Context: an optimization exercise on an open-source flow, tuned for a short achievable clock period and few clock cycles per item. The choices shown serve that exercise and are no tape-out recipe.
Only simulation tests tie the RTL to the original design; equivalence was not proved.
Power is estimated from default activity; no workload was simulated.

==> 09-05 <==
Design yay0_dec, start of the top module:
module yay0_dec (
    input  wire        clk,
    input  wire        rst,         
    input  wire        start,       
    input  wire [31:0] base,        
    input  wire [31:0] in_len,      
    input  wire [31:0] out_cap,     
    output wire        busy,
    output wire        done,        
    output wire [3:0]  err,         
    output wire [31:0] size,        
    output reg         in_re,
    output reg  [31:0] in_addr,
    input  wire [7:0]  in_rdata,
    output reg         out_we,
    output reg  [31:0] out_waddr,
    output reg  [7:0]  out_wdata,
    output reg         out_re,
    output reg  [31:0] out_raddr,
    input  wire [7:0]  out_rdata
);
    localparam [3:0] E_NONE   = 4'd0,
                     E_MAGIC  = 4'd1,
                     E_BOUNDS = 4'd4,
                     E_TRUNC  = 4'd5,
                     E_BADREF = 4'd8;
    localparam [2:0] P_IDLE = 3'd0,
                     P_HDR  = 3'd2,
                     P_EV1  = 3'd3,
                     P_RUN  = 3'd5,
                     P_FIN  = 3'd6;
    localparam KD = 8;      
    localparam PD = 4;      
    localparam CD = 2;      
    localparam [1:0] T_C = 2'd0, T_P = 2'd1, T_K = 2'd2;
    localparam [1:0] R_CWT = 2'd0, R_LIT = 2'd1, R_CPY = 2'd2;
    localparam [1:0] O_LIT = 2'd0, O_CPY = 2'd1, O_END = 2'd2;
    localparam [1:0] K_LIT = 2'd0, K_D1 = 2'd1, K_D2 = 2'd2, K_MEM = 2'd3;
    reg        busy_r, done_r;
    reg        idle_r;               
    reg [3:0]  err_r;
    reg [2:0]  ph;
    reg        start_q;
    reg [31:0] c_base, c_len, c_cap;
    reg [31:0] h_size;
    reg [31:0] size_o;
    reg        size_gt;              
    assign busy = busy_r;
    assign done = done_r;
    assign err  = err_r;
    assign size = size_o;
    reg [32:0] ca;                   
    reg [33:0] pa, ka;               
    reg        ce, pe, ke;           
    reg [3:0]  c_res, p_res, k_res;  
    reg [1:0]  i_tag;
    reg        i_ok;
    reg        r_v;                  
    reg [1:0]  r_tag;
    reg        r_ok;
    reg [23:0] c_asm;
    reg [1:0]  c_asm_n;
  ...
Settings: LEC_CHECK=0, CAP_MARGIN=20, CORE_MARGIN=2, CORE_UTILIZATION=60, CTS_CLUSTER_DIAMETER=100, CTS_CLUSTER_SIZE=20, SLEW_MARGIN=20; clock period 8.0 ns.
standard.sh (not shown) runs the stock make flow with config.mk's settings and CLKGATE_MAP_FILE= SYNTH_SCRIPT=/design/flow/synth_recipe.tcl, a recipe that flattens the netlist after the stock synthesis.
==> flow/flow/run.sh <==
#!/bin/bash
# The standard layout (standard.sh: the standard synthesis, floorplan,
# placement, CTS and routing, unchanged), with two repair settings changed:
#  - the I/O port buffers are inserted as buf_4 cells rather than the
#    resizer's default pick, a slow delay cell;
set -euo pipefail
export BUFFER_PORTS_ARGS="-buffer_cell sky130_fd_sc_hd__buf_4"
export SETUP_SLACK_MARGIN=5.6
bash standard.sh > standard.log 2>&1
==> inputs of 02-02, as changes to 09-05 <==
==> flow/flow/run.sh (replaced) <==
#!/bin/bash
# The standard layout (standard.sh: the standard synthesis, floorplan,
# placement, CTS and routing, unchanged), with two repair settings changed:
#  - the I/O port buffers are inserted as buf_4 cells rather than the
#    resizer's default pick, a slow delay cell;
set -euo pipefail
export BUFFER_PORTS_ARGS="-buffer_cell sky130_fd_sc_hd__buf_4"
export SETUP_SLACK_MARGIN=5.4
bash standard.sh > standard.log 2>&1
==> inputs of 05-11, as changes to 09-05 <==
--- a/flow/design.v
+++ b/flow/design.v
@@ -70,16 +70,14 @@
     reg [3:0]  kq_n;
     wire [32:0] cq0 = cq[32:0];
     wire [16:0] pq0 = pq[16:0];
     wire [8:0]  kq0 = kq[8:0];
     reg [1:0]  h_n;
     reg        h_magic_ok, h_t0, h_t3;
-    reg [31:0] h_w;                  
     reg [33:0] h_sum;                
-    reg        ld_p1, ld_k1, ld_s;   
-    reg        ld_p, ld_k;           
+    reg        ld_p, ld_k;
     reg [31:0] cw;
     reg        cw_t;
     reg [5:0]  cb;
     reg        cb_nz, cb_1;          
     reg [31:0] cw2;                  
     reg        cw2_t, cw2_v;
@@ -250,38 +248,33 @@
                 kq[9*i +: 9] <= {!r_ok, in_rdata};
         end
         kq_n <= (pop_k == push_k) ? kq_n : pop_k ? kq_n - 4'd1 : kq_n + 4'd1;
         kq_ne <= push_k || (kq_n > 4'd1) || (kq_n == 4'd1 && !pop_k);
         pb   <= e_take && e_b;
         rhm1 <= rhm1 - {22'd0, pb};
-        h_w   <= cq0[31:0];
-        h_sum <= {2'b00, c_base} + {2'b00, h_w};
-        ld_p  <= ld_p1;
-        ld_k  <= ld_k1;
-        ld_p1 <= 1'b0;
-        ld_k1 <= 1'b0;
-        ld_s  <= 1'b0;
-        if (ld_s) size_gt <= (h_w > c_cap);
+        h_sum <= {2'b00, c_base} + {2'b00, cq0[31:0]};
         if (ld_p) begin
             pa   <= h_sum;
             pe   <= 1'b1;
+            ld_p <= 1'b0;
         end
-        if (ld_k && ph != P_FIN) begin
+        if (ld_k) begin
             ka   <= h_sum;
             ke   <= 1'b1;
+            ld_k <= 1'b0;
         end
         case (ph)
             P_HDR: begin
                 if (h_take) begin
                     h_n <= h_n + 2'd1;
                     case (h_n)
                         2'd0: begin h_magic_ok <= (cq0[31:0] == 32'h59617930); h_t0 <= cq0[32]; end
-                        2'd1: begin h_size <= cq0[31:0]; ld_s <= 1'b1; end
-                        2'd2: ld_p1 <= 1'b1;
+                        2'd1: begin h_size <= cq0[31:0]; size_gt <= (cq0[31:0] > c_cap); end
+                        2'd2: ld_p <= 1'b1;
                         default: begin
-                            ld_k1 <= 1'b1;
+                            ld_k <= 1'b1;
                             h_t3 <= cq0[32];
                             ph   <= P_EV1;
                         end
                     endcase
                 end
             end
@@ -417,14 +410,12 @@
             c_asm_n <= 2'd0;
             cq_n    <= 2'd0;
             cq_ne   <= 1'b0;
             h_n     <= 2'd0;
             ld_p    <= 1'b0;
             ld_k    <= 1'b0;
-            ld_p1   <= 1'b0;
-            ld_k1   <= 1'b0;
         end
         if (start_q) begin
             p_res <= 4'd0; k_res <= 4'd0;
             p_half  <= 1'b0;
             pq_n <= 3'd0; kq_n <= 4'd0;
             pq_ne <= 1'b0; kq_ne <= 1'b0;
@@ -441,13 +432,13 @@
             idle_r  <= 1'b1;
             done_r  <= 1'b0;
             in_re   <= 1'b0;
             out_we  <= 1'b0;
             out_re  <= 1'b0;
             ce <= 1'b0; pe <= 1'b0; ke <= 1'b0;
-            ld_p <= 1'b0; ld_k <= 1'b0; ld_p1 <= 1'b0; ld_k1 <= 1'b0;
+            ld_p <= 1'b0; ld_k <= 1'b0;
             r_v  <= 1'b0;
             rq_n <= 2'd0;
             dq_n <= 2'd0;
             cv   <= 1'b0;
             rv   <= 1'b0;
             mv   <= 1'b0;
==> flow/run.sh (new file) <==
#!/bin/bash
# synth_recipe.tcl (not shown) runs the flow's synth.tcl, then flattens the netlist and writes it again
# the make line also repeats each setting of config.mk as NAME=value (left out here)
make -C /OpenROAD-flow-scripts/flow DESIGN_CONFIG=/design/flow/config.mk WORK_HOME=/design/flow/orfs CLKGATE_MAP_FILE= SYNTH_SCRIPT=/design/flow/synth_recipe.tcl finish
- SETUP_SLACK_MARGIN: default -> 5
removed: flow/flow/run.sh
removed: flow/standard.sh
==> notes <==
In 05-11 the synthesized area is lower than in 09-05, by about 2%. Against 05-11, the clock power of 09-05 is larger by 8.2%. Utilization: 09-05 > 02-02 > 05-11. In 09-05 the non-clock buffer count is higher than in 05-11, by 265. Count of clock-buffer cells in the layout: 05-11 < 09-05 < 02-02. Against 09-05, the first-iteration DRC count of 05-11 is lower by about 10%. Critical path depth is the same in 05-11 and 09-05. Of 02-02 and 05-11, 02-02 has the higher global-route usage (gap 0.85 points). Wire length, highest first: 09-05, 02-02, 05-11. The highest clock skew belongs to 09-05, the lowest to 05-11.
Testbench counts of 09-05, summed over its fixed seeds: cycles 236,658, bytes 233,110.
Testbench counts of 02-02, summed over its fixed seeds: cycles 236,658, bytes 233,110.
Testbench counts of 05-11, summed over its fixed seeds: cycles 236,650, bytes 233,110.

==> static timing again, ports no longer ideal <==
The results above use ideal ports. As a check the final layouts listed here were re-extracted and re-timed, cells and wires unchanged.
Step 1: set_driving_cell puts a clkbuf_16 on clk and a buf_2 on each other input, an assumption about the parent block.
Step 2, shift: input delay + t, output delay - t, t = (earliest + latest rising clock arrival at the registers) / 2. This alone moves slack from input paths to output paths.
Slacks: no drivers / after step 1 / after step 2; pairs: no drivers / after step 1.
| run | t, ns | setup WS [ns] | worst setup path at the end |
|---|---|---|---|
| 09-05 | 0.711 | 5.240 / 5.172 / 4.566 | input to register |
| 02-02 | 0.716 | 5.231 / 5.163 / 4.535 | input to register |
| 05-11 | 0.734 | 5.050 / 4.979 / 4.378 | input to register |
After both steps setup and hold are still met in every run listed. For 02-02, which loses most, drivers alone change the setup slack by -0.068 ns; drivers and shift together by -0.696 ns.
